This is an optimization exercise on Yosys and OpenROAD, whose aim is small area, a short achievable clock period and few clock cycles, not a production implementation. Function was not checked in any run shown here: the RTL went through the layout flow alone. No activity file was given, so power comes from the tool's default toggle rates.

**constraint.sdc**
```tcl
create_clock -name core_clock -period 3.6 [get_ports {clk}]
set_input_delay 0.7200 -clock core_clock [delete_from_list [all_inputs] [get_ports {clk}]]
set_output_delay 0.7200 -clock core_clock [all_outputs]
set_load 0.01 [all_outputs]
```
**design.v**
```verilog
module fdc_crctab (
    input  wire [7:0]  idx,
    output wire [15:0] val
);
    wire p = ((idx[0] ^ idx[1]) ^ (idx[2] ^ idx[3])) ^
             ((idx[4] ^ idx[5]) ^ (idx[6] ^ idx[7]));
    assign val[15]  = p;
    assign val[14]  = p ^ idx[7];
    assign val[13]  = idx[7] ^ idx[6];
    assign val[12]  = idx[6] ^ idx[5];
    assign val[11]  = idx[5] ^ idx[4];
    assign val[10]  = idx[4] ^ idx[3];
    assign val[9]   = idx[3] ^ idx[2];
    assign val[8]   = idx[2] ^ idx[1];
    assign val[7]   = idx[1] ^ idx[0];
    assign val[6]   = idx[0];
    assign val[5:1] = 5'd0;
    assign val[0]   = p;
endmodule
module fdc_crcstep (
    input  wire [15:0] c,
    input  wire [7:0]  b,
    output wire [15:0] n
);
    wire [15:0] t;
    fdc_crctab u_tab (.idx(c[7:0] ^ b), .val(t));
    assign n = {8'h00, c[15:8]} ^ t;
endmodule
module fdc_add8 (
    input  wire [7:0] a,
    input  wire [7:0] b,
    output wire [7:0] s
);
    assign s = a + b;
endmodule
module fdc_patbit (
    input  wire clk,
    input  wire keep,
    input  wire wa,
    input  wire wb,
    output reg  q
);
    always @(posedge clk)
        q <= (q && keep) || (wa && wb);
endmodule
module fdc_sel4 (
    input  wire [3:0] sel,
    input  wire [3:0] v,
    output wire       hit
);
    assign hit = |(sel & v);
endmodule
module fdc_sel16 (
    input  wire [15:0] sel,
    input  wire [15:0] v,
    output wire        hit
);
    wire [3:0] h;
    fdc_sel4 u0 (.sel(sel[3:0]),   .v(v[3:0]),   .hit(h[0]));
    fdc_sel4 u1 (.sel(sel[7:4]),   .v(v[7:4]),   .hit(h[1]));
    fdc_sel4 u2 (.sel(sel[11:8]),  .v(v[11:8]),  .hit(h[2]));
    fdc_sel4 u3 (.sel(sel[15:12]), .v(v[15:12]), .hit(h[3]));
    assign hit = |h;
endmodule
module fdc_engine (
    input  wire        clk,
    input  wire        rst,
    input  wire        cmd_valid,
    output wire        cmd_ready,
    input  wire [31:0] cmd_word,
    input  wire [31:0] cmd_arg,
    input  wire        cmd_empty,
    input  wire        in_valid,
    output wire        in_ready,
    input  wire [7:0]  in_data,
    input  wire        in_last,
    output wire        out_valid,
    input  wire        out_ready,
    output wire [7:0]  out_data,
    output wire        done,
    output wire [7:0]  status
);
    localparam [7:0] OP_SETSTAFF = 8'h02;
    localparam [7:0] OP_RESET    = 8'h0A;
    localparam [7:0] OP_STUFF    = 8'h50;
    localparam [7:0] OP_UNSTUFF  = 8'h51;
    localparam [7:0] OP_MOD256   = 8'h60;
    localparam [7:0] OP_CRC16    = 8'h61;
    reg  [7:0]   cfg_esc;
    reg          cfg_en;
    wire [255:0] cfg_pat;
    reg        busy;          
    reg        run;           
    reg        fin;           
    reg        irdy;          
    reg        k_stuff, k_unst, k_mod, k_crc, k_set;
    reg        ord;           
    reg        s_err;         
    reg        s_opd;         
    reg [15:0] acc;           
    reg        t2;            
    reg        ov;            
    reg [7:0]  od;
    reg [7:0]  lb;            
    reg        sk_v;          
    reg [15:0] rowr;          
    reg        fresh;         
    reg        pe_r;          
    reg        kept;          
    wire [7:0] c_op     = cmd_word[7:0];
    wire       c_hi0    = (cmd_word[31:9] == 23'd0);
    wire       c_b8     = cmd_word[8];
    wire       c_set    = (c_op == OP_SETSTAFF) && c_hi0 && !c_b8;
    wire       c_rst    = (c_op == OP_RESET)    && c_hi0 && !c_b8;
    wire       c_stuff  = (c_op == OP_STUFF)    && c_hi0 && !c_b8;
    wire       c_unst   = (c_op == OP_UNSTUFF)  && c_hi0 && !c_b8;
    wire       c_mod    = (c_op == OP_MOD256)   && c_hi0 && !c_b8;
    wire       c_crc    = (c_op == OP_CRC16)    && c_hi0;
    wire       c_legal  = c_set || c_rst || c_stuff || c_unst || c_mod || c_crc;
    wire       c_opd    = c_set && (cmd_arg[31:9] != 23'd0);
    wire       c_ok     = c_legal && !c_opd;
    assign cmd_ready = !busy;
    wire   cmd_fire  = cmd_valid && !busy;
    assign in_ready  = irdy;
    wire   in_fire   = in_valid && irdy;
    assign out_valid = ov;
    assign out_data  = od;
    wire   o_free    = !ov || out_ready;
    assign done      = fin && o_free;
    assign status    = {4'd0, s_opd, s_opd, 1'b0, s_err};
    wire [15:0] dlo = 16'd1 << in_data[3:0];
    wire [15:0] dhi = 16'd1 << in_data[7:4];
    wire pat_keep = !(rst || (cmd_fire && c_ok && (c_set || c_rst)));
    wire pat_we   = !rst && in_fire && k_set;
    wire [15:0] dhi_we = dhi & {16{pat_we}};
    genvar gi;
    generate
        for (gi = 0; gi < 256; gi = gi + 1) begin : g_pat
            fdc_patbit u_bit (
                .clk  (clk),
                .keep (pat_keep),
                .wa   (dhi_we[gi / 16]),
                .wb   (dlo[gi % 16]),
                .q    (cfg_pat[gi])
            );
        end
    endgenerate
    wire [15:0] row_sel;
    genvar gc;
    generate
        for (gc = 0; gc < 16; gc = gc + 1) begin : g_col
            wire [15:0] col;
            genvar gr;
            for (gr = 0; gr < 16; gr = gr + 1) begin : g_bit
                assign col[gr] = cfg_pat[16 * gr + gc];
            end
            fdc_sel16 u_col (.sel(dhi), .v(col), .hit(row_sel[gc]));
        end
    endgenerate
    wire p_last = cfg_en && rowr[lb[3:0]];
    wire [15:0] crc_next;
    fdc_crcstep u_crc (.c(acc), .b(in_data), .n(crc_next));
    wire [7:0]  sum_next;
    fdc_add8 u_add (.a(acc[15:8]), .b(in_data), .s(sum_next));
    wire [15:0] acc_next = k_crc ? crc_next : {sum_next, acc[7:0]};
    wire pe_eff  = k_stuff && ov && (fresh ? p_last : pe_r);
    wire u_drop  = k_unst && kept && p_last && (in_data == cfg_esc);
    reg        busy_n, run_n, ov_n, sk_v_n, fresh_n, pe_r_n, kept_n, t2_n;
    reg [7:0]  od_n;
    always @(*) begin
        busy_n  = busy;
        run_n   = run;
        ov_n    = ov && !out_ready;
        od_n    = od;
        sk_v_n  = sk_v;
        fresh_n = 1'b0;
        pe_r_n  = fresh ? p_last : pe_r;
        kept_n  = kept;
        t2_n    = t2;
        if (cmd_fire) begin
            busy_n = 1'b1;
            run_n  = !cmd_empty;
            kept_n = 1'b0;
            sk_v_n = 1'b0;
            t2_n   = c_crc && cmd_empty;
            if ((c_mod || c_crc) && cmd_empty) begin
                ov_n = 1'b1;
                od_n = {8{c_op[0]}};
            end
        end
        if (o_free) begin
            if (pe_eff) begin
                ov_n   = 1'b1;
                od_n   = cfg_esc;
                pe_r_n = 1'b0;
            end else if (sk_v) begin
                ov_n   = 1'b1;
                od_n   = lb;
                pe_r_n = p_last;
                sk_v_n = 1'b0;
            end else if (t2 && !run) begin
                ov_n   = 1'b1;
                od_n   = ord ? acc[15:8] : acc[7:0];
                t2_n   = 1'b0;
            end
        end
        if (in_fire) begin
            if (in_last)
                run_n = 1'b0;
            if (k_stuff) begin
                if (o_free && !pe_eff) begin
                    ov_n    = 1'b1;
                    od_n    = in_data;
                    fresh_n = 1'b1;
                end else begin
                    sk_v_n  = 1'b1;
                end
            end
            if (k_unst) begin
                kept_n = !u_drop;
                if (!u_drop) begin
                    if (o_free) begin
                        ov_n = 1'b1;
                        od_n = in_data;
                    end else begin
                        sk_v_n = 1'b1;
                    end
                end
            end
            if (in_last && (k_mod || k_crc)) begin
                ov_n = 1'b1;
                od_n = ord ? acc_next[7:0] : acc_next[15:8];
                t2_n = k_crc;
            end
        end
        if (done)
            busy_n = 1'b0;
    end
    wire fin_n  = busy_n && !run_n && !sk_v_n && !t2_n &&
                  !(k_stuff && ov_n && (fresh_n || pe_r_n));
    wire irdy_n = run_n && !sk_v_n;
    always @(posedge clk) begin
        if (rst) begin
            cfg_esc <= 8'h00;
            cfg_en  <= 1'b0;
            busy    <= 1'b0;
            run     <= 1'b0;
            fin     <= 1'b0;
            irdy    <= 1'b0;
            ov      <= 1'b0;
            sk_v    <= 1'b0;
            t2      <= 1'b0;
        end else begin
            busy    <= busy_n;
            run     <= run_n;
            fin     <= fin_n;
            irdy    <= irdy_n;
            ov      <= ov_n;
            sk_v    <= sk_v_n;
            t2      <= t2_n;
            if (cmd_fire && c_ok && c_set) begin
                cfg_esc <= cmd_arg[7:0];
                cfg_en  <= cmd_arg[8];
            end
            if (cmd_fire && c_ok && c_rst) begin
                cfg_esc <= 8'h00;
                cfg_en  <= 1'b0;
            end
        end
        od    <= od_n;
        fresh <= fresh_n;
        pe_r  <= pe_r_n;
        kept  <= kept_n;
        if (cmd_fire) begin
            k_stuff <= c_stuff;
            k_unst  <= c_unst;
            k_mod   <= c_mod;
            k_crc   <= c_crc;
            k_set   <= c_set && !c_opd;
            ord     <= c_b8;
            s_err   <= !c_ok;
            s_opd   <= c_opd;
            acc     <= {16{c_op[0]}};
        end else if (in_fire && (k_mod || k_crc)) begin
            acc     <= acc_next;
        end
        if (in_fire) begin
            lb   <= in_data;
            rowr <= row_sel;
        end
    end
endmodule
```
**config.mk**
```make
export PLATFORM = sky130hd
export DESIGN_NAME = fdc_engine
export DESIGN_NICKNAME = fdc_engine
export VERILOG_FILES = /design/flow/design.v
export SDC_FILE = /design/flow/constraint.sdc
export NUM_CORES = 4
export LEC_CHECK = 0
export CAP_MARGIN = 20
export CORE_MARGIN = 2
export CORE_UTILIZATION = 40
export PLACE_DENSITY = 0.6
export SLEW_MARGIN = 20
export SYNTH_HIERARCHICAL = 1
```
**run.sh**
```bash
#!/bin/bash
# synth_recipe.tcl (not shown) runs the flow's synth.tcl, then flattens the netlist and writes it again
# the make line also repeats each setting of config.mk as NAME=value (left out here)
make -C /OpenROAD-flow-scripts/flow DESIGN_CONFIG=/design/flow/config.mk WORK_HOME=/design/flow/orfs CLKGATE_MAP_FILE= SYNTH_SCRIPT=/design/flow/synth_recipe.tcl finish
```
==> results.ini, run 1 <==
[timing]
layout_worst_path_cycle_share_pct=83.6
skew_ns=0.0243
hold_violations=0
fin_crit_ns=3.01
setup_violations=0
tightest_slew_ns=0.997
timing.fmax_ghz=0.332
rsz0062_at_grt=no
drv_slew=0
final.setup.tns_ns=0
relSlewSlack_pct=33.6
setup_slack_ns=0.589

[floorplanning]
die_h_um=189
start_util_pct=40.8
num_rows=67
fp.dieW_um=189
die_area_um2=35800
core_um2=33700
io_pins=99

[power]
powerDensity_nw_per_um2=511
ir_drop_v=0.000346
leakage_nw=6.79

[clock_network]
cts_hold_buf=0
cts_resized=0
clkLatencyLatePin_ns=0.52
cts_tree=yes
post_cts_buffers=0
ctsLongestPathBuffers=3
cts_made_buffers=36
clk_pin_slew_worst_paths_ns=0.06
cts_sinks=331
htreeDepth=2
clock-root-buffer=clkbuf_16

[worst_setup_path]
slowest_stage=clkdlybuf4s50_1
cp_cell_sequence=clkdlybuf4s50_1, ha_1, fa_1, a211oi_1, or4b_1, o2111ai_1, mux2i_1, mux2i_1, a32o_1, a21oi_1, o211ai_1, o21a_1
critPathKind=input port to register
worstPathArrival_ns=3.42
max_stage_delay_ns=0.44
endpoint_kind=register
cp_common_cell=mux2i_1
start_kind=input port
path_max_fanout=3
cp.required_ns=4.01

[synthesis]
syn_inst=1265
syn_area_um2=13700
avgSynthCellArea_um2=10.9
async_reset_ff_share_pct=0
synth-edff-count=48
ys_warn_count=8
synth_seq_area_share_pct=51.7
synth_seq_cells=331
synth_top_flop_cell=dfxtp_1
ys_types=73

[cells_and_area]
n_fill_cell=3086
multiInputGateArea_um2=6460
syn_to_final_growth_pct=23.5
diodes=0
fin_nets=1534
drive_gt1_share_pct=12.7
seqCellArea_um2=7110

[placed_design]
globalplace.congestion=0.929
pre_cts_ws_ns=0.0692
dpl.hpwl_mm=28.5
port_buffers=93

[route]
vias_per_cell=5.87
via_count=11300
routedWlPerCell_um=22.1
ant_nets=0
first_pass_iters=6
drcViolationCount=0
drt-initial-drc-count=1078
routed_wl_mm=42.5

[worst_hold_path]
hold_class=register to register

[global_routing]
grt_max_degree=133
grt_overflow=0
grt_pass1_wl_mm=64.9
grt_pass1_vias=10900
grt_antenna_before_repair=0
grt_util_all_layers_pct=23.3

[status]
status=timing/DRC/antenna clean

[job]
drv_cap=0

-- worst paths after layout --
check | start | endpoint | slack, ns | cells past startpoint
hold reg to reg | g_pat[84].u_bit.q | g_pat[84].u_bit.q | 0.48 | 1
setup reg to reg | acc[8] | od[6] | 0.74 | 11
hold / removal | g_pat[84].u_bit.q | g_pat[84].u_bit.q | 0.48 | 1
setup / recovery | in_data[0] | od[6] | 0.59 | 12
-- flip-flops by register name, indices dropped and copies added (netlist names), 8 cells and up --
register,cells
od,8
acc,16
lb,8
cfg_esc,8
rowr,16
g_pat.u_bit.q,256
-- final cells by class --
class                      instances  share of cell area (%)
timing repair buffer             181                    9.61
clock buffer                      54                    6.43
tap                              448                    3.31
inverter                          10                   0.251
multi-input combinational        887                    38.1
clock inverter                    10                   0.369
sequential                       331                    41.9
-- worst max-delay path, delay by kind of cell --
kind | cells | cell delay [ns]
simple gates | 1 | 0.17
fa+ha+maj | 2 | 0.64
buf+inv | 1 | 0.44
compound gates | 6 | 1.11
mux | 2 | 0.33
-- layer usage --
metal / part of all wire, % / track usage (%)
met5: 0 / 0
met4: 3.5 / 8.32
met3: 7.5 / 4.47
met2: 45 / 37.1
met1: 44 / 31.4
-- through the flow --
stage	instances	total power, mW	util [%]	cell area (um2)	hold WS [ns]
after CTS	1921	8.72	50.3	17000	0.487
after detailed placement	1857	5.14	46.9	15800	0.471
final	1921	8.66	50.3	17000	0.483
after floorplan	1273	4.70	-	13800	0.443
after global placement	1857	5.14	46.9	15800	0.466
after global routing	1921	8.98	50.3	17000	0.493
-- kinds of logic (layout without fill, tap and decap cells) --
logic type	Yosys count	after routing	synth area share, %
AOI/OAI and AO/OA	497	497	29.3
buffers and inverters	55	255	2.19
DFF	331	331	51.7
other	2	10	0.0547
and+or+nand+nor	284	284	9.80
xor gates and xnor gates	42	42	2.79
muxes	46	46	3.38
adders and majority gates	8	8	0.784
-- Yosys stat by module, one instance, submodules excluded --
module       flops+latches  times used  cells inside
fdc_crcstep              0           1            16
fdc_crctab               0           1            23
fdc_sel16                0          16             1
fdc_patbit               1         256             2
fdc_sel4                 0          64             3
fdc_add8                 0           1            38
fdc_engine              75           1           468
-- power breakdown --
part           internal (mW)  switching, mW  total [mW]
clock network           2.10           1.48        3.59
registers               3.86         0.0958        3.95
logic                  0.523          0.597        1.12
total                   6.49           2.18        8.66
-- cell usage in the layout (no fill, tap or decap), types with 17 or more instances in the layout --
master,synthesis,final
nor2_1,75,75
or4_1,17,17
buf_4,17,85
a21oi_1,36,35
clkdlybuf4s50_1,0,93
a22oi_1,128,128
edfxtp_1,48,48
dfxtp_1,283,283
xor2_1,33,33
nand2_1,106,105
clkbuf_16,0,38
mux2i_1,43,43
a22o_1,256,256
o21ai_0,20,19
-- cell usage after synthesis (3+ instances only) --
master	number	area share, %
mux2_2	3	0.25
xor2_1	33	2.1
nor3_1	18	0.66
a22oi_1	128	7.0
clkbuf_1	14	0.38
buf_2	6	0.22
a211oi_1	4	0.22
a2bb2oi_1	3	0.19
a21oi_1	36	1.3
buf_6	3	0.25
nand2_1	106	2.9
a32oi_1	3	0.19
nand3_1	6	0.22
inv_1	9	0.25
buf_1	5	0.14
o21ai_1	3	0.11
or4_1	17	0.93
a21o_1	8	0.44
dfxtp_1	283	41
or2_2	3	0.14
and3_1	5	0.23
nand4_1	4	0.18
edfxtp_1	48	10
xnor2_1	7	0.45
and2_1	4	0.18
ha_1	7	0.64
o221ai_1	3	0.19
buf_4	17	0.93
nor4_1	12	0.55
nand2b_1	14	0.64
nor2_1	75	2.0
o21ai_0	20	0.73
mux2i_1	43	3.1
nor2b_1	5	0.23
o22ai_1	3	0.14
o211ai_1	6	0.33
a22o_1	256	16
==> inputs of run 2 (changes only) <==
--- a/config.mk
+++ b/config.mk
@@ -9,5 +9,6 @@
 export CORE_MARGIN = 2
 export CORE_UTILIZATION = 40
 export PLACE_DENSITY = 0.6
+export SETUP_SLACK_MARGIN = 1.5
 export SLEW_MARGIN = 20
 export SYNTH_HIERARCHICAL = 1
==> run 2 against run 1 <==
Against the previous run: clock skew shrank 0.0061 ns; first-iteration DRC count rose by 16%; synthesized area unchanged; sequential power about the same; count of clock-buffer cells in the layout shrank 3; critical path depth is 1 lower; clock power grew 9.5%; critical endpoint unchanged; largest cell class is now multi-input combinational cells.
==> results.ini, run 2 <==
[floorplanning]
die_h_um=189
io_pins=99
start_util_pct=40.8
die_area_um2=35800
fp.dieW_um=189
num_rows=67
core_um2=33700

[synthesis]
syn_area_um2=13700
synth_seq_area_share_pct=51.7
ys_types=73
synth_top_flop_cell=dfxtp_1
ys_warn_count=8
synth-edff-count=48
yosys.area.top_type_share_pct=41.3
syn_inst=1265
synth.most_common_cell=dfxtp_1
async_reset_ff_share_pct=0
yosys.area.top_type=dfxtp_1
synth_seq_cells=331
synth_area_leaders=dfxtp_1, a22o_1, edfxtp_1
synthTopCellsByCount=dfxtp_1, a22o_1, a22oi_1, nand2_1, nor2_1
avgSynthCellArea_um2=10.9

[power]
powerDensity_nw_per_um2=472
leakage_nw=7.99
power_mw=9.40
ir_drop_v=0.000401

[clock_network]
cts_sinks=331
cts_made_buffers=37
clk_pin_slew_worst_paths_ns=0.06
htreeDepth=2
cts_tree=yes
ctsLongestPathBuffers=3
clock-root-buffer=clkbuf_16
clkLatencyLatePin_ns=0.54
cts_hold_buf=0

[placed_design]
pre_cts_ws_ns=0.101
place_area_um2=15800
port_buffers=93
placed_cells_incl_taps=1831
dpl.hpwl_mm=29.1
globalplace.congestion=0.893

[cells_and_area]
drive_gt1_share_pct=29.8
diodes=0
final_common_cell=dfxtp_1
fin_area_um2=19900
seqCellArea_um2=7110
largest_reg_flops=256
syn_to_final_growth_pct=44.9
largest_register=g_pat.u_bit.q
final_util_pct=59.0
finalNonFillerCells=2040
fin_nets=1651
multiInputGateArea_um2=7390
n_fill_cell=2762
top_regs=g_pat.u_bit.q: 256 flops, acc: 16 flops, rowr: 16 flops
mostFrequentLayoutCells=dfxtp_1, a22o_1, buf_4

[worst_setup_path]
cp.required_ns=4.02
max_stage_delay_ns=0.46
path_max_fanout=2
start_kind=register
worstPathArrival_ns=3.12
cp_cell_sequence=ha_4, fa_2, a211oi_2, or4b_1, o2111ai_1, mux2i_1, mux2i_1, a32o_1, a21oi_1, o211ai_1, o21a_1
cp_common_cell=mux2i_1
critPathKind=register to register
slowest_stage=edfxtp_1
endpoint_kind=register

[route]
first_pass_iters=7
ant_nets=0
via_count=12600
routed_wl_mm=52.8
vias_per_cell=6.20
drcViolationCount=0
drt-initial-drc-count=1251
routedWlPerCell_um=25.9

[timing]
tightest_slew_ns=0.994
layout_worst_path_cycle_share_pct=75.0
drv_slew=0
setup_violations=0
hold_violations=0
setup_slack_ns=0.899
skew_ns=0.0182
relSlewSlack_pct=33.4
fin_crit_ns=2.70
rsz0062_at_grt=yes
timing.fmax_ghz=0.370

[global_routing]
grt_pass1_wl_mm=75.2
grt_util_all_layers_pct=27.5
use_met3_pct=5.65
grt_antenna_before_repair=2
grtUsageMet1_pct=36.1
busiest_layer=met2
grt_pass1_vias=11900
grt_overflow=0
grt_max_degree=27
grt_use_met2_pct=44.3

[job]
drv_cap=0

[worst_hold_path]
hold_class=register to register

[status]
status=timing/DRC/antenna clean

-- run 2: per-layer routing --
| layer | wire, um | share of wire, % |
|---|---|---|
| met5 | 15 | 0.028 |
| met4 | 2300 | 4.3 |
| met3 | 4800 | 9.1 |
| met2 | 24300 | 46 |
| met1 | 21400 | 41 |
-- run 2: final timing paths --
kind / slack [ns] / end / startpoint / cells after the start
max: 0.90 / od[6] / acc[8] / 11
min: 0.48 / kept / kept / 2
max reg2reg: 0.90 / od[6] / acc[8] / 11
min reg2reg: 0.48 / kept / kept / 2
-- run 2: through the flow --
step	TNS, ns	hold WS [ns]
after floorplan	-284.08	0.444
after global placement	0	0.464
after detailed placement	0	0.471
after CTS	0	0.486
after global routing	0	0.497
final	0	0.482
-- run 2: critical path, delay by kind of cell, from the launching register on --
| family | cells | cell delay (ns) |
|---|---|---|
| AO/OA/AOI/OAI | 6 | 1.07 |
| adder cells (fa/ha/maj) | 2 | 0.55 |
| flip-flops | 1 | 0.46 |
| multiplexers | 2 | 0.36 |
| AND/OR/NAND/NOR | 1 | 0.17 |
-- run 2: per-module statistics from Yosys, one instance, submodules excluded --
module       cells inside  cell area [um2]  flip-flops and latches
fdc_add8               38              309                       0
fdc_crcstep            16              140                       0
fdc_crctab             23              196                       0
fdc_engine            468             4400                      75
fdc_patbit              2             28.8                       1
fdc_sel16               1             7.51                       0
fdc_sel4                3             18.8                       0
-- run 2: what timing repair did --
| action | CTS | global route |
|---|---|---|
| cloned | 35 | 13 |
| gates resized for setup | 250 | 114 |
| setup buffers | 50 | 44 |
| setup endpoints to repair | 321 | 302 |
| pin swaps | 65 | 74 |
-- run 2: cells by family after synthesis --
family,synth area share [%]
mux,3.38
xor+xnor,2.79
other cells,0.0547
compound gates,29.3
flops,51.7
buf+inv,2.19
fa+ha+maj,0.784
simple gates,9.80
-- run 2: power breakdown --
| part | switching (mW) | leakage [nW] | internal, mW |
|---|---|---|---|
| Clock | 1.58 | 0.636 | 2.35 |
| Sequential | 0.0931 | 2.76 | 3.86 |
| Combinational | 0.766 | 4.59 | 0.751 |
| Total | 2.44 | 7.99 | 6.96 |
-- run 2: final cells by class --
type / count / area share (%)
tap: 448 / 2.82
sequential: 331 / 35.7
inverter: 10 / 0.226
clock buffer: 51 / 5.48
multi-input combinational: 896 / 37.1
timing repair buffer: 288 / 17.7
clock inverter: 16 / 0.925
==> inputs of run 3 (changes only) <==
--- a/design.v
+++ b/design.v
@@ -31,7 +31,23 @@
     input  wire [7:0] b,
     output wire [7:0] s
 );
-    assign s = a + b;
+    wire [7:0] g = a & b;
+    wire [7:0] t = a | b;
+    wire [7:0] x = a ^ b;
+    wire g10 = g[1] | (t[1] & g[0]);
+    wire g32 = g[3] | (t[3] & g[2]);
+    wire t32 = t[3] & t[2];
+    wire g54 = g[5] | (t[5] & g[4]);
+    wire t54 = t[5] & t[4];
+    wire g20 = g[2] | (t[2] & g10);
+    wire g30 = g32 | (t32 & g10);
+    wire g64 = g[6] | (t[6] & g54);
+    wire t64 = t[6] & t54;
+    wire g40 = g[4] | (t[4] & g30);
+    wire g50 = g54 | (t54 & g30);
+    wire g60 = g64 | (t64 & g30);
+    wire [7:0] c = {g60, g50, g40, g30, g20, g10, g[0], 1'b0};
+    assign s = x ^ c;
 endmodule
 module fdc_patbit (
     input  wire clk,
@@ -103,7 +119,7 @@
     reg [7:0]  od;
     reg [7:0]  lb;            
     reg        sk_v;          
-    reg [15:0] rowr;          
+    reg [15:0] rowm;          
     reg        fresh;         
     reg        pe_r;          
     reg        kept;          
@@ -125,8 +141,8 @@
     wire   in_fire   = in_valid && irdy;
     assign out_valid = ov;
     assign out_data  = od;
-    wire   o_free    = !ov || out_ready;
-    assign done      = fin && o_free;
+    wire   hold      = ov && !out_ready;
+    assign done      = fin && !hold;
     assign status    = {4'd0, s_opd, s_opd, 1'b0, s_err};
     wire [15:0] dlo = 16'd1 << in_data[3:0];
     wire [15:0] dhi = 16'd1 << in_data[7:4];
@@ -157,88 +173,52 @@
             fdc_sel16 u_col (.sel(dhi), .v(col), .hit(row_sel[gc]));
         end
     endgenerate
-    wire p_last = cfg_en && rowr[lb[3:0]];
+    wire [15:0] rowm_n = row_sel & dlo & {16{cfg_en}};
+    wire p_last = |rowm;
     wire [15:0] crc_next;
     fdc_crcstep u_crc (.c(acc), .b(in_data), .n(crc_next));
     wire [7:0]  sum_next;
     fdc_add8 u_add (.a(acc[15:8]), .b(in_data), .s(sum_next));
-    wire [15:0] acc_next = k_crc ? crc_next : {sum_next, acc[7:0]};
-    wire pe_eff  = k_stuff && ov && (fresh ? p_last : pe_r);
-    wire u_drop  = k_unst && kept && p_last && (in_data == cfg_esc);
-    reg        busy_n, run_n, ov_n, sk_v_n, fresh_n, pe_r_n, kept_n, t2_n;
-    reg [7:0]  od_n;
+    wire [7:0]  res1 = ord ? crc_next[7:0] : (k_crc ? crc_next[15:8] : sum_next);
+    wire [7:0]  res2 = ord ? acc[15:8] : acc[7:0];
+    wire k_byte  = k_stuff || k_unst;
+    wire k_sum   = k_mod || k_crc;
+    wire pe_src  = fresh ? p_last : pe_r;
+    wire pe_eff  = k_stuff && ov && pe_src;
+    wire u_drop  = kept && p_last && (in_data == cfg_esc);
+    wire in_keep = in_fire && !u_drop;
+    wire       busy_n = cmd_fire || (busy && !done);
+    wire       run_n  = (cmd_fire && !cmd_empty) || (run && !(in_fire && in_last));
+    wire [7:0] od_byte = pe_eff ? cfg_esc : (sk_v ? lb : in_data);
+    wire [7:0] od_sum  = run ? res1 : res2;
+    wire [7:0] od_n    = hold  ? od :
+                         !busy ? {8{c_op[0]}} :
+                         k_byte ? od_byte : od_sum;
+    reg ov_n;
     always @(*) begin
-        busy_n  = busy;
-        run_n   = run;
-        ov_n    = ov && !out_ready;
-        od_n    = od;
-        sk_v_n  = sk_v;
-        fresh_n = 1'b0;
-        pe_r_n  = fresh ? p_last : pe_r;
-        kept_n  = kept;
-        t2_n    = t2;
-        if (cmd_fire) begin
-            busy_n = 1'b1;
-            run_n  = !cmd_empty;
-            kept_n = 1'b0;
-            sk_v_n = 1'b0;
-            t2_n   = c_crc && cmd_empty;
-            if ((c_mod || c_crc) && cmd_empty) begin
-                ov_n = 1'b1;
-                od_n = {8{c_op[0]}};
-            end
-        end
-        if (o_free) begin
-            if (pe_eff) begin
-                ov_n   = 1'b1;
-                od_n   = cfg_esc;
-                pe_r_n = 1'b0;
-            end else if (sk_v) begin
-                ov_n   = 1'b1;
-                od_n   = lb;
-                pe_r_n = p_last;
-                sk_v_n = 1'b0;
-            end else if (t2 && !run) begin
-                ov_n   = 1'b1;
-                od_n   = ord ? acc[15:8] : acc[7:0];
-                t2_n   = 1'b0;
-            end
-        end
-        if (in_fire) begin
-            if (in_last)
-                run_n = 1'b0;
-            if (k_stuff) begin
-                if (o_free && !pe_eff) begin
-                    ov_n    = 1'b1;
-                    od_n    = in_data;
-                    fresh_n = 1'b1;
-                end else begin
-                    sk_v_n  = 1'b1;
-                end
-            end
-            if (k_unst) begin
-                kept_n = !u_drop;
-                if (!u_drop) begin
-                    if (o_free) begin
-                        ov_n = 1'b1;
-                        od_n = in_data;
-                    end else begin
-                        sk_v_n = 1'b1;
-                    end
-                end
-            end
-            if (in_last && (k_mod || k_crc)) begin
-                ov_n = 1'b1;
-                od_n = ord ? acc_next[7:0] : acc_next[15:8];
-                t2_n = k_crc;
-            end
-        end
-        if (done)
-            busy_n = 1'b0;
+        if (hold)
+            ov_n = 1'b1;
+        else if (!busy)
+            ov_n = cmd_fire && cmd_empty && (c_mod || c_crc);
+        else if (k_stuff)
+            ov_n = pe_eff || sk_v || in_fire;
+        else if (k_unst)
+            ov_n = sk_v || in_keep;
+        else if (k_sum)
+            ov_n = run ? (in_fire && in_last) : t2;
+        else
+            ov_n = 1'b0;
     end
-    wire fin_n  = busy_n && !run_n && !sk_v_n && !t2_n &&
-                  !(k_stuff && ov_n && (fresh_n || pe_r_n));
-    wire irdy_n = run_n && !sk_v_n;
+    wire sk_v_n  = k_stuff ? ((in_fire || sk_v) && (hold || pe_eff)) :
+                   k_unst  ? ((in_keep || sk_v) && hold) : 1'b0;
+    wire fresh_n = k_stuff && in_fire && !hold && !pe_eff;
+    wire pe_r_n  = hold ? pe_src : (sk_v && !pe_eff && p_last);
+    wire kept_n  = !cmd_fire && (in_fire ? !u_drop : kept);
+    wire t2_n    = cmd_fire ? (c_crc && cmd_empty) :
+                   ((in_fire && in_last && k_crc) || (t2 && (hold || run)));
+    wire fin_n   = busy_n && !run_n && !sk_v_n && !t2_n &&
+                   !(k_stuff && ov_n && (fresh_n || pe_r_n));
+    wire irdy_n  = run_n && !sk_v_n;
     always @(posedge clk) begin
         if (rst) begin
             cfg_esc <= 8'h00;
@@ -281,12 +261,12 @@
             s_err   <= !c_ok;
             s_opd   <= c_opd;
             acc     <= {16{c_op[0]}};
-        end else if (in_fire && (k_mod || k_crc)) begin
-            acc     <= acc_next;
+        end else if (in_fire && k_sum) begin
+            acc     <= k_crc ? crc_next : {sum_next, acc[7:0]};
         end
         if (in_fire) begin
             lb   <= in_data;
-            rowr <= row_sel;
+            rowm <= rowm_n;
         end
     end
 endmodule
--- a/config.mk
+++ b/config.mk
@@ -9,6 +9,6 @@
 export CORE_MARGIN = 2
 export CORE_UTILIZATION = 40
 export PLACE_DENSITY = 0.6
-export SETUP_SLACK_MARGIN = 1.5
+export SETUP_SLACK_MARGIN = 1.3
 export SLEW_MARGIN = 20
 export SYNTH_HIERARCHICAL = 1
==> run 3 against run 2 <==
Against the previous run: non-clock buffer count down 74; sequential share of layout area up 4.4 points; wire length down 16%; critical path type unchanged; largest power group unchanged.
==> results.ini, run 3 <==
[synthesis]
synth_area_leaders=dfxtp_1, a22o_1, edfxtp_1
ys_types=64
synth-edff-count=56
avgSynthCellArea_um2=11.0
syn_area_um2=13600
synth_seq_cells=331
yosys.area.top_type_share_pct=40.4
synth_top_flop_cell=dfxtp_1
synth.most_common_cell=dfxtp_1
async_reset_ff_share_pct=0
synth_seq_area_share_pct=52.7
ys_warn_count=8
syn_inst=1241
yosys.area.top_type=dfxtp_1
synthTopCellsByCount=dfxtp_1, a22o_1, a22oi_1, nand2_1, nor2_1

[clock_network]
cts_made_buffers=36
clock-root-buffer=clkbuf_16
htreeDepth=2
ctsLongestPathBuffers=3
cts_tree=yes
clk_pin_slew_worst_paths_ns=0.06
clkLatencyLatePin_ns=0.53
cts_sinks=331

[worst_setup_path]
worstPathArrival_ns=3.15
endpoint_kind=register
max_stage_delay_ns=0.42
rr_worst_depth=11
cp.required_ns=3.96
start_kind=register
reg2reg_to=acc[15]
r2r-start=acc[8]
path_max_fanout=2
cp_cell_sequence=ha_4, fa_2, nor2b_4, o311a_1, o311a_1, a2111oi_4, mux2i_1, buf_4, buf_6, buf_6, a21oi_2
critPathKind=register to register
slowest_stage=edfxtp_1
reg2reg_slack_ns=0.82

[route]
via_count=11400
routedWlPerCell_um=23.1
drt-initial-drc-count=1116
routed_wl_mm=44.5
drcViolationCount=0
first_pass_iters=5
ant_nets=0
vias_per_cell=5.92

[floorplanning]
fp.dieW_um=189
num_rows=67
die_h_um=189
io_pins=99
start_util_pct=40.7
core_um2=33500
die_area_um2=35600

[global_routing]
grtUsageMet1_pct=32.8
grt_pass1_vias=10900
grt_util_all_layers_pct=24.4
grt_antenna_before_repair=1
busiest_layer=met2
use_met3_pct=4.92
grt_overflow=0
grt_max_degree=61
grt_use_met2_pct=39.9
grt_pass1_wl_mm=67.0

[cells_and_area]
mostFrequentLayoutCells=dfxtp_1, a22o_1, a22oi_1
largest_reg_flops=256
final_common_cell=dfxtp_1
seqCellArea_um2=7190
final_util_pct=53.5
drive_gt1_share_pct=19.1
diodes=0
syn_to_final_growth_pct=31.6
largest_register=g_pat.u_bit.q
fin_nets=1550
n_fill_cell=2958
multiInputGateArea_um2=6680
top_regs=g_pat.u_bit.q: 256 flops, acc: 16 flops, rowm: 16 flops

[power]
leakage_nw=7.36
powerDensity_nw_per_um2=477
ir_drop_v=0.000378

[timing]
skew_ns=0.0270
tightest_slew_ns=1.00
drv_slew=0
timing.fmax_ghz=0.359
setup_violations=0
fin_crit_ns=2.78
relSlewSlack_pct=33.1
rsz0062_at_grt=yes
layout_worst_path_cycle_share_pct=77.3
final.setup.tns_ns=0
hold_violations=0

[placed_design]
globalplace.congestion=0.861
dpl.hpwl_mm=26.9
port_buffers=93

[job]
drv_cap=0

[worst_hold_path]
hold_class=register to register
hold_end=kept
holdPathStages=2
min_from=kept

[status]
status=timing/DRC/antenna clean

-- run 3: how the worst max path moves through the flow --
stage / to / start
after floorplan: g_pat[0].u_bit.q / cmd_arg[21]
after global placement: od[7] / in_data[0]
after detailed placement: od[7] / in_data[0]
after CTS: od[7] / acc[8]
after global routing: od[7] / acc[8]
final: acc[15] / acc[8]
-- run 3: logic make-up (layout without fill, tap and decap cells) --
family,count (synthesis),count (layout),share of synthesized area [%]
xor+xnor,41,41,2.74
buf+inv,62,295,2.21
mux,33,33,2.50
compound gates,465,465,27.7
other cells,2,10,0.0551
simple gates,293,293,10.6
fa+ha+maj,14,14,1.45
flops,331,331,52.7
-- run 3: stage by stage --
step | instances | area (um2) | hold WS [ns] | setup slack (ns) | total power, mW
2_1_floorplan | 1249 | 13900 | 0.437 | -1.23 | 4.45
3_3_place_gp | 1814 | 15700 | 0.449 | -0.0496 | 4.72
3_5_place_dp | 1814 | 15700 | 0.455 | -0.0333 | 4.73
4_1_cts | 1914 | 17700 | 0.463 | 0.860 | 8.50
5_1_grt | 1930 | 17900 | 0.494 | 0.688 | 8.84
6_report | 1930 | 17900 | 0.464 | 0.816 | 8.56
-- run 3: cell type report --
type	instances	area share, %
flip-flops and latches	331	40.1
multi-input cells	856	37.2
repair buffers	214	12.7
well taps	448	3.13
clock inverters	12	0.544
inverters	18	0.405
clock buffers	51	5.86
-- run 3: repair_timing --
| action | 4_1_cts | 5_1_grt |
|---|---|---|
| gates resized for setup | 101 | 48 |
| setup buffers | 26 | 14 |
| hold buffers | 0 | 0 |
| pin swaps | 28 | 37 |
| gates cloned | 11 | 2 |
| endpoints found under the setup margin | 275 | 283 |
-- run 3: layer usage --
layer	part of all wire, %	wire length [um]
met1	43	19200
met2	47	20800
met3	7.3	3240
met4	2.9	1280
met5	0	0
-- run 3: per-module statistics from Yosys, one instance, submodules excluded --
module       cells inside  flip-flops and latches
fdc_patbit              2                       1
fdc_engine            440                      75
fdc_crcstep            16                       0
fdc_sel16               1                       0
fdc_add8               42                       0
fdc_crctab             23                       0
fdc_sel4                3                       0
-- run 3: worst max-delay path: cells and delay by family, from the launching register on --
kind / cells / cell delay (ns)
DFF: 1 / 0.42
buffers and inverters: 3 / 0.38
muxes: 1 / 0.15
and+or+nand+nor: 1 / 0.14
adders and majority gates: 2 / 0.53
AOI/OAI and AO/OA: 4 / 1.02
-- run 3: power by group --
group / leakage [nW] / switching [mW] / internal [mW] / total [mW]
clock network: 0.564 / 1.49 / 2.11 / 3.60
registers: 2.78 / 0.0584 / 3.82 / 3.88
logic: 4.01 / 0.534 / 0.544 / 1.08
==> inputs of run 4 (changes only) <==
--- a/config.mk
+++ b/config.mk
@@ -8,6 +8,7 @@
 export CAP_MARGIN = 20
 export CORE_MARGIN = 2
 export CORE_UTILIZATION = 40
+export CTS_BUF_LIST = sky130_fd_sc_hd__clkbuf_4 sky130_fd_sc_hd__clkbuf_8
 export PLACE_DENSITY = 0.6
 export SETUP_SLACK_MARGIN = 1.3
 export SLEW_MARGIN = 20
==> run 4 against run 3 <==
Against the previous run: fmax fell by 1.5%; combinational power down 9%; non-clock buffer count fell by 21; synthesized area unchanged; final area is 0.66% lower; largest power group unchanged; first-iteration DRC count is 9.1% lower; critical path depth down 1; clock power down 3%; global-route usage is 0.83 points lower; sequential power hardly changed; setup slack lost 0.042 ns; via count hardly changed.
==> results.ini, run 4 <==
[placed_design]
pre_cts_ws_ns=-0.0333
placed_cells_incl_taps=1814
globalplace.congestion=0.861
port_buffers=93
dpl.hpwl_mm=26.9

[floorplanning]
fp.dieW_um=189
start_util_pct=40.7
die_area_um2=35600
core_um2=33500
num_rows=67
io_pins=99
die_h_um=189

[worst_setup_path]
cp_cell_sequence=ha_4, fa_2, nor2b_4, o311a_1, o311a_1, a2111oi_2, mux2i_1, o211ai_1, o211ai_1, a31oi_1
max_stage_delay_ns=0.43
cp.required_ns=4.02
reg2reg_slack_ns=0.77
endpoint_kind=register
start_kind=register
worstPathArrival_ns=3.25
critPathKind=register to register
slowest_stage=edfxtp_1
path_max_fanout=2

[route]
drt-initial-drc-count=1015
routedWlPerCell_um=22.7
ant_nets=0
routed_wl_mm=44.2
drcViolationCount=0
first_pass_iters=5
via_count=11400
vias_per_cell=5.87

[clock_network]
cts_hold_buf=0
clk_pin_slew_worst_paths_ns=0.06
cts_sinks=331
cts_made_buffers=55
htreeDepth=2
clock-root-buffer=clkbuf_8
ctsLongestPathBuffers=3
clkLatencyLatePin_ns=0.59
cts_tree=yes

[synthesis]
yosys.area.top_type_share_pct=40.4
synth_seq_cells=331
syn_inst=1241
yosys.area.top_type=dfxtp_1
synth.most_common_cell=dfxtp_1
ys_warn_count=8
async_reset_ff_share_pct=0
ys_types=64
avgSynthCellArea_um2=11.0
synth_top_flop_cell=dfxtp_1
synth_area_leaders=dfxtp_1, a22o_1, edfxtp_1
synth_seq_area_share_pct=52.7
syn_area_um2=13600
synth-edff-count=56
synthTopCellsByCount=dfxtp_1, a22o_1, a22oi_1, nand2_1, nor2_1

[cells_and_area]
finalNonFillerCells=1945
fin_nets=1548
diodes=0
final_common_cell=dfxtp_1
largest_register=g_pat.u_bit.q
mostFrequentLayoutCells=dfxtp_1, a22o_1, a22oi_1
syn_to_final_growth_pct=30.7
top_regs=g_pat.u_bit.q: 256 flops, acc: 16 flops, rowm: 16 flops
largest_reg_flops=256
drive_gt1_share_pct=22.5

[power]
clkPwrFrac_pct=41.7
powerDensity_nw_per_um2=469
p_int_mw=6.29
swShare_pct=24.7
switching_power_mw=2.07
ir_drop_v=0.000303
leakage_nw=7.16
p_comb_share_pct=11.8
p_seq_share_pct=46.5

[global_routing]
grt_max_degree=120
grt_overflow=0
grt_antenna_before_repair=1
grt_pass1_wl_mm=65.3
grt_util_all_layers_pct=23.6
grt_pass1_vias=10900

[timing]
drv_slew=0
skew_ns=0.0305
relSlewSlack_pct=35.4
rsz0062_at_grt=yes
tightest_slew_ns=0.964
setup_violations=0
layout_worst_path_cycle_share_pct=78.5
setup_slack_ns=0.774
hold_violations=0
fin_crit_ns=2.83
timing.fmax_ghz=0.354

[worst_hold_path]
hold_class=register to register

[status]
status=timing/DRC/antenna clean

[job]
drv_cap=0

==> run 4: cell types whose count changed in the layout (fill, tap and decap cells not counted), moves of 5 or more <==
cell	previous run	this run
buf_2	7	2
clkbuf_1	9	0
buf_4	86	68
clkbuf_4	0	24
nand2_2	3	15
clkbuf_16	40	5
a22oi_2	4	23
buf_16	11	2
clkbuf_8	3	71
a22oi_1	124	105
clkdlybuf4s50_1	59	72
dlymetal6s2s_1	23	10
nand2_1	103	91
==> run 4: kinds of logic after synthesis <==
kind of cell	share of synthesized area, %
compound gates	27.7
xor+xnor	2.74
fa+ha+maj	1.45
buf+inv	2.21
flops	52.7
mux	2.50
other cells	0.0551
simple gates	10.6
==> run 4: final cells by class <==
cell class	count	area [um2]
tap	448	561
clock buffer	94	1150
sequential	331	7190
clock inverter	5	31.3
inverter	18	72.6
timing repair buffer	193	1970
fill	2992	15700
multi-input combinational	856	6840
==> run 4: worst paths after layout <==
check / startpoint / endpoint / cells after the start
worst max-delay path: acc[8] / od[7] / 10
worst min-delay path: kept / kept / 2
worst max register to register: acc[8] / od[7] / 10
worst min register to register: kept / kept / 2
==> run 4: critical path, delay by kind of cell, from the launching register on <==
family | cells | cell delay (ns)
adders and majority gates | 2 | 0.53
AOI/OAI and AO/OA | 6 | 1.41
muxes | 1 | 0.17
and+or+nand+nor | 1 | 0.14
DFF | 1 | 0.43
==> run 4: what timing repair did <==
item / 4_1_cts / 5_1_grt
setup buffers: 16 / 8
gates cloned: 2 / 6
gates resized for setup: 57 / 100
pin swaps: 17 / 36
endpoints found under the setup margin: 275 / 280
==> run 4: through the flow <==
step	setup TNS, ns	cell area, um2	utilization [%]	hold WS [ns]	total power [mW]
finish	0	17800	53.1	0.463	8.36
global route	0	17800	53.1	0.495	8.68
CTS	0	17200	51.4	0.463	8.29
detailed placement	-0.0333	15700	47.0	0.455	4.73
global placement	-0.0496	15700	47.0	0.449	4.72
floorplan	-316.12	13900	-	0.437	4.45
==> run 4: Yosys stat by module, one instance, submodules excluded <==
module	cells	copies in the design	area (um2)
fdc_add8	42	1	372
fdc_engine	440	1	4240
fdc_sel16	1	16	7.51
fdc_crctab	23	1	196
fdc_patbit	2	256	28.8
fdc_sel4	3	64	18.8
fdc_crcstep	16	1	140
==> run 4: metal layers <==
layer / track usage [%] / vias to the layer above / share of wire (%) / wire length, um
li1: - / 5300 / - / -
met5: 0 / - / 0 / 0
met2: 37.5 / 419 / 47 / 20600
met1: 31.4 / 5608 / 43 / 19200
met3: 5.22 / 94 / 7.1 / 3140
met4: 8.71 / 0 / 2.9 / 1290
==> run 4: power by group through the flow <==
stage	Clock, mW	Sequential, mW	Combinational (mW)
after CTS	3.54	3.88	0.862
after floorplan	0	3.94	0.510
after global placement	0	3.96	0.759
after global routing	3.72	3.89	1.06
final	3.49	3.89	0.988
after detailed placement	0	3.96	0.764
==> inputs of run 5 (changes only) <==
--- a/design.v
+++ b/design.v
@@ -22,32 +22,29 @@
     input  wire [7:0]  b,
     output wire [15:0] n
 );
-    wire [15:0] t;
-    fdc_crctab u_tab (.idx(c[7:0] ^ b), .val(t));
-    assign n = {8'h00, c[15:8]} ^ t;
+    wire [7:0] x  = c[7:0] ^ b;
+    wire pc = ((c[0] ^ c[1]) ^ (c[2] ^ c[3])) ^ ((c[4] ^ c[5]) ^ (c[6] ^ c[7]));
+    wire pb = ((b[0] ^ b[1]) ^ (b[2] ^ b[3])) ^ ((b[4] ^ b[5]) ^ (b[6] ^ b[7]));
+    wire p  = pc ^ pb;
+    assign n[15] = p;
+    assign n[14] = (pc ^ c[7]) ^ (pb ^ b[7]);
+    assign n[13] = x[7] ^ x[6];
+    assign n[12] = x[6] ^ x[5];
+    assign n[11] = x[5] ^ x[4];
+    assign n[10] = x[4] ^ x[3];
+    assign n[9]  = x[3] ^ x[2];
+    assign n[8]  = x[2] ^ x[1];
+    assign n[7]  = c[15] ^ x[1] ^ x[0];
+    assign n[6]  = c[14] ^ x[0];
+    assign n[5:1] = c[13:9];
+    assign n[0]  = c[8] ^ p;
 endmodule
 module fdc_add8 (
     input  wire [7:0] a,
     input  wire [7:0] b,
     output wire [7:0] s
 );
-    wire [7:0] g = a & b;
-    wire [7:0] t = a | b;
-    wire [7:0] x = a ^ b;
-    wire g10 = g[1] | (t[1] & g[0]);
-    wire g32 = g[3] | (t[3] & g[2]);
-    wire t32 = t[3] & t[2];
-    wire g54 = g[5] | (t[5] & g[4]);
-    wire t54 = t[5] & t[4];
-    wire g20 = g[2] | (t[2] & g10);
-    wire g30 = g32 | (t32 & g10);
-    wire g64 = g[6] | (t[6] & g54);
-    wire t64 = t[6] & t54;
-    wire g40 = g[4] | (t[4] & g30);
-    wire g50 = g54 | (t54 & g30);
-    wire g60 = g64 | (t64 & g30);
-    wire [7:0] c = {g60, g50, g40, g30, g20, g10, g[0], 1'b0};
-    assign s = x ^ c;
+    assign s = a + b;
 endmodule
 module fdc_patbit (
     input  wire clk,
@@ -107,16 +104,17 @@
     wire [255:0] cfg_pat;
     reg        busy;          
     reg        run;           
-    reg        fin;           
+    reg        fin0;          
+    reg        fin1;          
     reg        irdy;          
     reg        k_stuff, k_unst, k_mod, k_crc, k_set;
     reg        ord;           
     reg        s_err;         
     reg        s_opd;         
-    reg [15:0] acc;           
+    reg [7:0]  acc8;          
     reg        t2;            
     reg        ov;            
-    reg [7:0]  od;
+    reg [7:0]  od;            
     reg [7:0]  lb;            
     reg        sk_v;          
     reg [15:0] rowm;          
@@ -142,7 +140,7 @@
     assign out_valid = ov;
     assign out_data  = od;
     wire   hold      = ov && !out_ready;
-    assign done      = fin && !hold;
+    assign done      = fin0 || (fin1 && out_ready);
     assign status    = {4'd0, s_opd, s_opd, 1'b0, s_err};
     wire [15:0] dlo = 16'd1 << in_data[3:0];
     wire [15:0] dhi = 16'd1 << in_data[7:4];
@@ -176,24 +174,36 @@
     wire [15:0] rowm_n = row_sel & dlo & {16{cfg_en}};
     wire p_last = |rowm;
     wire [15:0] crc_next;
-    fdc_crcstep u_crc (.c(acc), .b(in_data), .n(crc_next));
+    fdc_crcstep u_crc (.c({acc8, od}), .b(in_data), .n(crc_next));
     wire [7:0]  sum_next;
-    fdc_add8 u_add (.a(acc[15:8]), .b(in_data), .s(sum_next));
-    wire [7:0]  res1 = ord ? crc_next[7:0] : (k_crc ? crc_next[15:8] : sum_next);
-    wire [7:0]  res2 = ord ? acc[15:8] : acc[7:0];
+    fdc_add8 u_add (.a(od), .b(in_data), .s(sum_next));
+    wire        crc_swap = in_last && !ord;
+    wire [7:0]  crc_od   = crc_swap ? crc_next[15:8] : crc_next[7:0];
+    wire [7:0]  crc_acc  = crc_swap ? crc_next[7:0]  : crc_next[15:8];
     wire k_byte  = k_stuff || k_unst;
-    wire k_sum   = k_mod || k_crc;
     wire pe_src  = fresh ? p_last : pe_r;
     wire pe_eff  = k_stuff && ov && pe_src;
     wire u_drop  = kept && p_last && (in_data == cfg_esc);
     wire in_keep = in_fire && !u_drop;
-    wire       busy_n = cmd_fire || (busy && !done);
-    wire       run_n  = (cmd_fire && !cmd_empty) || (run && !(in_fire && in_last));
-    wire [7:0] od_byte = pe_eff ? cfg_esc : (sk_v ? lb : in_data);
-    wire [7:0] od_sum  = run ? res1 : res2;
-    wire [7:0] od_n    = hold  ? od :
-                         !busy ? {8{c_op[0]}} :
-                         k_byte ? od_byte : od_sum;
+    wire busy_n  = cmd_fire || (busy && !done);
+    wire run_n   = (cmd_fire && !cmd_empty) || (run && !(in_fire && in_last));
+    wire act     = busy && !hold;
+    wire s_c     = !busy;
+    wire s_esc   = act && pe_eff;
+    wire s_lb    = act && k_byte && !pe_eff && sk_v;
+    wire s_in    = act && k_byte && !pe_eff && !sk_v;
+    wire s_sum   = act && k_mod && in_fire;
+    wire s_crc   = act && k_crc && in_fire;
+    wire s_a8    = act && k_crc && !run && t2;
+    wire s_hold  = !(s_c || s_esc || s_lb || s_in || s_sum || s_crc || s_a8);
+    wire [7:0] od_n = ({8{s_c}}   & {8{c_op[0]}}) |
+                      ({8{s_esc}} & cfg_esc)      |
+                      ({8{s_lb}}  & lb)           |
+                      ({8{s_in}}  & in_data)      |
+                      ({8{s_sum}} & sum_next)     |
+                      ({8{s_crc}} & crc_od)       |
+                      ({8{s_a8}}  & acc8)         |
+                      ({8{s_hold}} & od);
     reg ov_n;
     always @(*) begin
         if (hold)
@@ -204,7 +214,7 @@
             ov_n = pe_eff || sk_v || in_fire;
         else if (k_unst)
             ov_n = sk_v || in_keep;
-        else if (k_sum)
+        else if (k_mod || k_crc)
             ov_n = run ? (in_fire && in_last) : t2;
         else
             ov_n = 1'b0;
@@ -216,16 +226,37 @@
     wire kept_n  = !cmd_fire && (in_fire ? !u_drop : kept);
     wire t2_n    = cmd_fire ? (c_crc && cmd_empty) :
                    ((in_fire && in_last && k_crc) || (t2 && (hold || run)));
-    wire fin_n   = busy_n && !run_n && !sk_v_n && !t2_n &&
-                   !(k_stuff && ov_n && (fresh_n || pe_r_n));
-    wire irdy_n  = run_n && !sk_v_n;
+    reg fin_n;
+    always @(*) begin
+        if (cmd_fire)
+            fin_n = cmd_empty && !c_crc;
+        else if (!busy)
+            fin_n = 1'b0;
+        else if (fin0 || fin1)
+            fin_n = hold;
+        else if (run)
+            fin_n = in_fire && in_last &&
+                    (k_unst ? (!hold || u_drop) : !(k_stuff || k_crc));
+        else if (k_stuff)
+            fin_n = hold             ? (!sk_v && !pe_src) :
+                    (ov && pe_src)   ? !sk_v :
+                    sk_v             ? !p_last : 1'b1;
+        else if (k_unst)
+            fin_n = !(sk_v && hold);
+        else if (k_crc)
+            fin_n = !hold;
+        else
+            fin_n = 1'b1;
+    end
+    wire irdy_n = run_n && !sk_v_n;
     always @(posedge clk) begin
         if (rst) begin
             cfg_esc <= 8'h00;
             cfg_en  <= 1'b0;
             busy    <= 1'b0;
             run     <= 1'b0;
-            fin     <= 1'b0;
+            fin0    <= 1'b0;
+            fin1    <= 1'b0;
             irdy    <= 1'b0;
             ov      <= 1'b0;
             sk_v    <= 1'b0;
@@ -233,7 +264,8 @@
         end else begin
             busy    <= busy_n;
             run     <= run_n;
-            fin     <= fin_n;
+            fin0    <= fin_n && !ov_n;
+            fin1    <= fin_n && ov_n;
             irdy    <= irdy_n;
             ov      <= ov_n;
             sk_v    <= sk_v_n;
@@ -260,9 +292,9 @@
             ord     <= c_b8;
             s_err   <= !c_ok;
             s_opd   <= c_opd;
-            acc     <= {16{c_op[0]}};
-        end else if (in_fire && k_sum) begin
-            acc     <= k_crc ? crc_next : {sum_next, acc[7:0]};
+            acc8    <= 8'hFF;
+        end else if (s_crc) begin
+            acc8    <= crc_acc;
         end
         if (in_fire) begin
             lb   <= in_data;
--- a/config.mk
+++ b/config.mk
@@ -8,8 +8,7 @@
 export CAP_MARGIN = 20
 export CORE_MARGIN = 2
 export CORE_UTILIZATION = 40
-export CTS_BUF_LIST = sky130_fd_sc_hd__clkbuf_4 sky130_fd_sc_hd__clkbuf_8
 export PLACE_DENSITY = 0.6
-export SETUP_SLACK_MARGIN = 1.3
+export SETUP_SLACK_MARGIN = 1.5
 export SLEW_MARGIN = 20
 export SYNTH_HIERARCHICAL = 1
==> run 5 against run 4 <==
Against the previous run: still clean on timing, DRC and antenna; non-clock buffer count up 55; global-route usage up 2.7 points; wire length increased by 6.1%; clock power is 1% higher; via count is 4.1% higher; final cell count barely moved; final area increased by 2.5%; sequential power decreased by 4%; die area decreased by 3.3%; synthesized area fell by 3.4%; sequential share of layout area is 3.0 points lower; fmax grew 24%; critical path type is now input port to register; highest routed layer unchanged.
==> results.ini, run 5 <==
[worst_setup_path]
critPathKind=input port to register
reg2reg_slack_ns=1.51
path_max_fanout=8
cp_common_cell=nor4_4
worstPathArrival_ns=2.68
reg2reg_to=od[4]
slowest_stage=nor4_4
rr_worst_depth=9
r2r-start=od[1]
endpoint_kind=register
cpLargestDelayFamily=buffers and inverters
max_stage_delay_ns=0.28
cp_cell_sequence=clkdlybuf4s15_1, nor4_4, nand4_1, nor4_4, buf_4, a21o_1, nor2b_4, buf_12, buf_16, clkbuf_16, a22o_1
cp.required_ns=4.01
start_kind=input port
path_buf_inv=5

[placed_design]
pre_cts_ws_ns=0.272
dpl.hpwl_mm=27.5
globalplace.congestion=0.899
port_buffers=93

[worst_hold_path]
holdPathStages=1
hold_end=ord
hold_class=input port to register
min_from=cmd_word[8]

[timing]
skew_ns=0.0165
fin_crit_ns=2.28
relSlewSlack_pct=34.1
hold_violations=0
timing.fmax_ghz=0.439
drv_slew=0
setup_slack_ns=1.32
whs_ns=0.479
layout_worst_path_cycle_share_pct=63.2
setup_violations=0
tightest_slew_ns=0.984
rsz0062_at_grt=yes

[cells_and_area]
diodes=0
drive_gt1_share_pct=26.0
largest_reg_flops=256
n_fill_cell=2757
multiInputGateArea_um2=7000
syn_to_final_growth_pct=38.7
top_regs=g_pat.u_bit.q: 256 flops, rowm: 16 flops
seqCellArea_um2=6830
largest_register=g_pat.u_bit.q
fin_nets=1564
final_common_cell=dfxtp_1
mostFrequentLayoutCells=dfxtp_1, a22o_1, a22oi_1

[synthesis]
yosys.area.top_type=dfxtp_1
async_reset_ff_share_pct=0
synthTopCellsByCount=dfxtp_1, a22o_1, a22oi_1, nand2_1, nor2_1
ys_warn_count=8
synth_seq_cells=324
synth-edff-count=32
syn_inst=1225
avgSynthCellArea_um2=10.7
synth_top_flop_cell=dfxtp_1
syn_area_um2=13200
synth_area_leaders=dfxtp_1, a22o_1, a22oi_1
yosys.area.top_type_share_pct=44.4
ys_types=65
synth_seq_area_share_pct=51.7
synth.most_common_cell=dfxtp_1

[route]
routed_wl_mm=46.9
vias_per_cell=6.11
first_pass_iters=6
via_count=11900
ant_nets=0
routedWlPerCell_um=24.1
drcViolationCount=0
drt-initial-drc-count=1110

[clock_network]
cts_sinks=324
cts_hold_buf=0
cts_tree=yes
cts_made_buffers=36
htreeDepth=2
clk_pin_slew_worst_paths_ns=0.06
ctsLongestPathBuffers=3
clock-root-buffer=clkbuf_16
clkLatencyLatePin_ns=0.52

[power]
ir_drop_v=0.000318
leakage_nw=7.39
powerDensity_nw_per_um2=459

[global_routing]
busiest_layer=met2
grt_antenna_before_repair=0
grt_max_degree=33
grt_use_met2_pct=42.7
grt_overflow=0
grt_pass1_vias=11300
grt_util_all_layers_pct=26.3
grtUsageMet1_pct=35.0
use_met3_pct=4.21
grt_pass1_wl_mm=68.8

[floorplanning]
die_h_um=185
io_pins=99
die_area_um2=34400
fp.dieW_um=185
core_um2=32500
num_rows=66
start_util_pct=40.6

[status]
status=timing/DRC/antenna clean

[job]
drv_cap=0

run 5: cells by family after synthesis:
kind of cell / count (synthesis) / share of synthesized area (%)
AO/OA/AOI/OAI: 476 / 29.2
XOR/XNOR: 36 / 2.56
flip-flops: 324 / 51.7
adder cells (fa/ha/maj): 9 / 0.893
other: 1 / 0.0285
buffers and inverters: 52 / 1.94
multiplexers: 26 / 1.98
AND/OR/NAND/NOR: 301 / 11.7
run 5: Yosys stat by module, one instance, submodules excluded:
| module | times used | area (um2) |
|---|---|---|
| fdc_sel4 | 64 | 18.8 |
| fdc_sel16 | 16 | 7.51 |
| fdc_engine | 1 | 3880 |
| fdc_add8 | 1 | 332 |
| fdc_patbit | 256 | 28.8 |
| fdc_crcstep | 1 | 272 |
run 5: how the worst max path moves through the flow:
| stage | start | to | cells past startpoint |
|---|---|---|---|
| global placement | in_data[7] | rowm[2] | 7 |
| floorplan | cmd_word[27] | g_pat[0].u_bit.q | 7 |
| global route | cmd_word[30] | g_pat[80].u_bit.q | 11 |
| CTS | cmd_word[30] | g_pat[145].u_bit.q | 11 |
| finish | cmd_word[28] | g_pat[182].u_bit.q | 11 |
| detailed placement | in_data[4] | rowm[2] | 7 |
run 5: cell type report:
cell class / instances / area share (%)
clock inverters: 16 / 0.569
clock buffers: 49 / 5.65
repair buffers: 248 / 14.8
well taps: 442 / 3.03
flip-flops and latches: 324 / 37.4
multi-input cells: 854 / 38.3
inverters: 13 / 0.267
run 5: power by group:
part           internal [mW]  leakage (nW)  switching, mW
logic                  0.553          4.20          0.571
registers               3.68          2.63         0.0525
clock network           2.02         0.562           1.50
run 5: routing by layer:
layer	vias to the layer above	wire, um
li1	5379	-
met1	5910	20000
met5	-	0
met4	0	1580
met3	96	3320
met2	507	22000
run 5: what timing repair did:
item,CTS,global route
setup endpoints to repair,315,300
cloned,21,9
resized for setup,252,94
pin swaps,44,51
setup buffers,49,19
run 5: through the flow:
step	std cells	area (um2)	power (mW)	setup TNS (ns)	utilization, %
after floorplan	1229	13700	4.35	-221.62	-
after global placement	1783	15400	4.61	0	47.4
after detailed placement	1783	15400	4.62	0	47.4
after CTS	1918	17600	8.29	0	54.4
after global routing	1946	18300	8.65	0	56.3
final	1946	18300	8.38	0	56.3
==> inputs of run 6 (changes only) <==
--- a/config.mk
+++ b/config.mk
@@ -9,6 +9,6 @@
 export CORE_MARGIN = 2
 export CORE_UTILIZATION = 40
 export PLACE_DENSITY = 0.6
-export SETUP_SLACK_MARGIN = 1.5
+export SETUP_SLACK_MARGIN = 1.7
 export SLEW_MARGIN = 20
 export SYNTH_HIERARCHICAL = 1
==> run 6 against run 5 <==
Against the previous run: worst hold slack got worse by 0.088 ns; critical path type unchanged; wire length rose by 12%; total power rose by 6.0%; still clean on timing, DRC and antenna; largest power group is now the clock network; synthesized area did not move; synthesized cell count did not move; fmax rose by 2.6%; largest cell class unchanged.
==> results.ini, run 6 <==
[placed_design]
pre_cts_ws_ns=0.108
port_buffers=93
globalplace.congestion=0.855
placed_cells_incl_taps=1797
place_area_um2=15600
dpl.hpwl_mm=28.1

[cells_and_area]
n_fill_cell=2493
fin_area_um2=20500
mostFrequentLayoutCells=dfxtp_1, a22o_1, buf_4
final_common_cell=dfxtp_1
syn_to_final_growth_pct=56.0
largest_register=g_pat.u_bit.q
finalNonFillerCells=2059
fin_nets=1676
top_regs=g_pat.u_bit.q: 256 flops, rowm: 16 flops
largest_reg_flops=256
drive_gt1_share_pct=40.5

[timing]
drv_slew=0
final.setup.tns_ns=0
skew_ns=0.0255
setup_violations=0
layout_worst_path_cycle_share_pct=61.6
tightest_slew_ns=0.846
rsz0062_at_grt=yes
whs_ns=0.392
hold_violations=0
timing.fmax_ghz=0.451
fin_crit_ns=2.22
setup_slack_ns=1.38
relSlewSlack_pct=43.5

[global_routing]
grt_max_degree=25
grt_util_all_layers_pct=29.7
grt_overflow=0
grt_antenna_before_repair=2
grt_pass1_vias=12400
grt_pass1_wl_mm=76.6

[synthesis]
yosys.area.top_type_share_pct=44.4
avgSynthCellArea_um2=10.7
ys_types=65
synthTopCellsByCount=dfxtp_1, a22o_1, a22oi_1, nand2_1, nor2_1
synth-edff-count=32
synth.most_common_cell=dfxtp_1
synth_seq_area_share_pct=51.7
syn_inst=1225
synth_seq_cells=324
yosys.area.top_type=dfxtp_1
synth_area_leaders=dfxtp_1, a22o_1, a22oi_1
ys_warn_count=8
synth_top_flop_cell=dfxtp_1
syn_area_um2=13200
async_reset_ff_share_pct=0

[floorplanning]
io_pins=99
fp.dieW_um=185
num_rows=66
core_um2=32500
start_util_pct=40.6
die_h_um=185
die_area_um2=34400

[route]
drt-initial-drc-count=1150
routed_wl_mm=52.4
ant_nets=0
routedWlPerCell_um=25.5
via_count=12600
vias_per_cell=6.10
first_pass_iters=5
drcViolationCount=0

[worst_setup_path]
cp_cell_sequence=clkdlybuf4s15_1, nor4_4, nand2_2, nor4_4, nand3b_1, nor2b_4, buf_6, buf_12, buf_6, buf_16, a22o_1
max_stage_delay_ns=0.28
start_kind=input port
cp.required_ns=4.02
path_buf_inv=5
path_max_fanout=8
worstPathArrival_ns=2.64
critPathKind=input port to register
cpLargestDelayFamily=simple AND/OR/NAND/NOR gates
slowest_stage=nor4_4
endpoint_kind=register

[power]
ir_drop_v=0.000322
powerDensity_nw_per_um2=433
p_comb_share_pct=15.5
p_seq_share_pct=41.9
switching_power_mw=2.26
p_int_mw=6.62
swShare_pct=25.5
clkPwrFrac_pct=42.6
leakage_nw=8.20

[clock_network]
ctsLongestPathBuffers=3
cts_hold_buf=0
cts_tree=yes
cts_made_buffers=37
htreeDepth=2
clkLatencyLatePin_ns=0.55
clock-root-buffer=clkbuf_16
clk_pin_slew_worst_paths_ns=0.06
cts_sinks=324

[status]
status=timing/DRC/antenna clean

[worst_hold_path]
hold_class=input port to register

[job]
drv_cap=0

run 6: cell counts after synthesis:
No cell type changed its count.
run 6: cells by family after synthesis:
group	synth area share (%)
buf+inv	1.94
simple gates	11.7
other cells	0.0285
xor+xnor	2.56
compound gates	29.2
fa+ha+maj	0.893
mux	1.98
flops	51.7
run 6: modules after synthesis (local to each module, per instance):
module       cells inside  area [um2]
fdc_add8               42         332
fdc_sel4                3        18.8
fdc_crcstep            30         272
fdc_patbit              2        28.8
fdc_sel16               1        7.51
fdc_engine            433        3880
run 6: final timing paths:
path / from / endpoint / slack, ns / depth (start not counted)
setup / recovery: cmd_word[15] / g_pat[28].u_bit.q / 1.38 / 11
hold / removal: in_data[4] / lb[4] / 0.39 / 1
setup reg to reg: od[7] / od[0] / 1.53 / 8
hold reg to reg: g_pat[179].u_bit.q / g_pat[179].u_bit.q / 0.48 / 1
run 6: power by group through the flow:
stage	Clock (mW)	Combinational (mW)	Sequential (mW)
finish	3.78	1.37	3.73
global route	3.96	1.44	3.73
CTS	3.80	1.23	3.72
detailed placement	0	0.841	3.80
global placement	0	0.836	3.80
floorplan	0	0.564	3.79
run 6: per-layer routing:
layer / global-route usage (%) / part of all wire (%) / vias up
li1: - / - / 5619
met2: 47.6 / 47 / 595
met1: 37.4 / 40 / 6184
met5: 0 / 0.023 / -
met3: 6.67 / 8.5 / 152
met4: 15.1 / 4.8 / 2
run 6: cell type report:
type	count	area, um2	area share (%)
clock inverters	8	91.3	0.445
multi-input cells	867	7840	38.2
repair buffers	346	4030	19.6
well taps	442	553	2.69
diodes	1	2.50	0.0122
inverters	13	51.3	0.250
clock buffers	58	1130	5.48
flip-flops and latches	324	6840	33.3
run 6: stage by stage:
| step | power (mW) | utilization [%] |
|---|---|---|
| 2_1_floorplan | 4.36 | - |
| 4_1_cts | 8.76 | 60.4 |
| 3_5_place_dp | 4.64 | 48.0 |
| 3_3_place_gp | 4.64 | 48.0 |
| 5_1_grt | 9.12 | 63.3 |
| 6_report | 8.88 | 63.3 |
run 6: repair_timing:
action,4_1_cts,5_1_grt
pin swaps,142,103
gates cloned,45,7
hold endpoints to repair,0,0
gates resized for setup,520,130
setup buffers,111,32
endpoints found under the setup margin,325,307

-- afterwards: timing with drivers on the ports --
In the flow no input, the clock included, has a driving cell. The finished layouts below were timed again as built, in two steps. Step 1 sets driving cells, clkbuf_16 on the clock port and buf_2 on the other inputs (assumed; they add their load-dependent delay and slew). Step 2, shift: input delay + t, output delay - t, t = (earliest + latest rising clock arrival at the registers) / 2. This alone moves slack from input paths to output paths. Three values: no drivers, after step 1, after step 2; two values: the first two.
run	shift t [ns]	setup slack, ns	worst register clock-pin slew, ns	pins driven straight from the clock port
run 1	0.559	0.589 / 0.610 / 0.050	0.06 / 0.06	1
run 2	0.575	0.899 / 0.899 / 0.384	0.07 / 0.07	1
run 3	0.568	0.816 / 0.816 / 0.375	0.06 / 0.06	1
run 4	0.619	0.774 / 0.774 / 0.331	0.07 / 0.07	1
run 5	0.565	1.324 / 1.335 / 0.770	0.06 / 0.06	1
run 6	0.588	1.382 / 1.407 / 0.819	0.07 / 0.07	1
After both steps setup and hold are still met in every run listed. The setup slack of run 6, which loses most, moves by +0.025 ns with the drivers and by -0.563 ns with both steps.
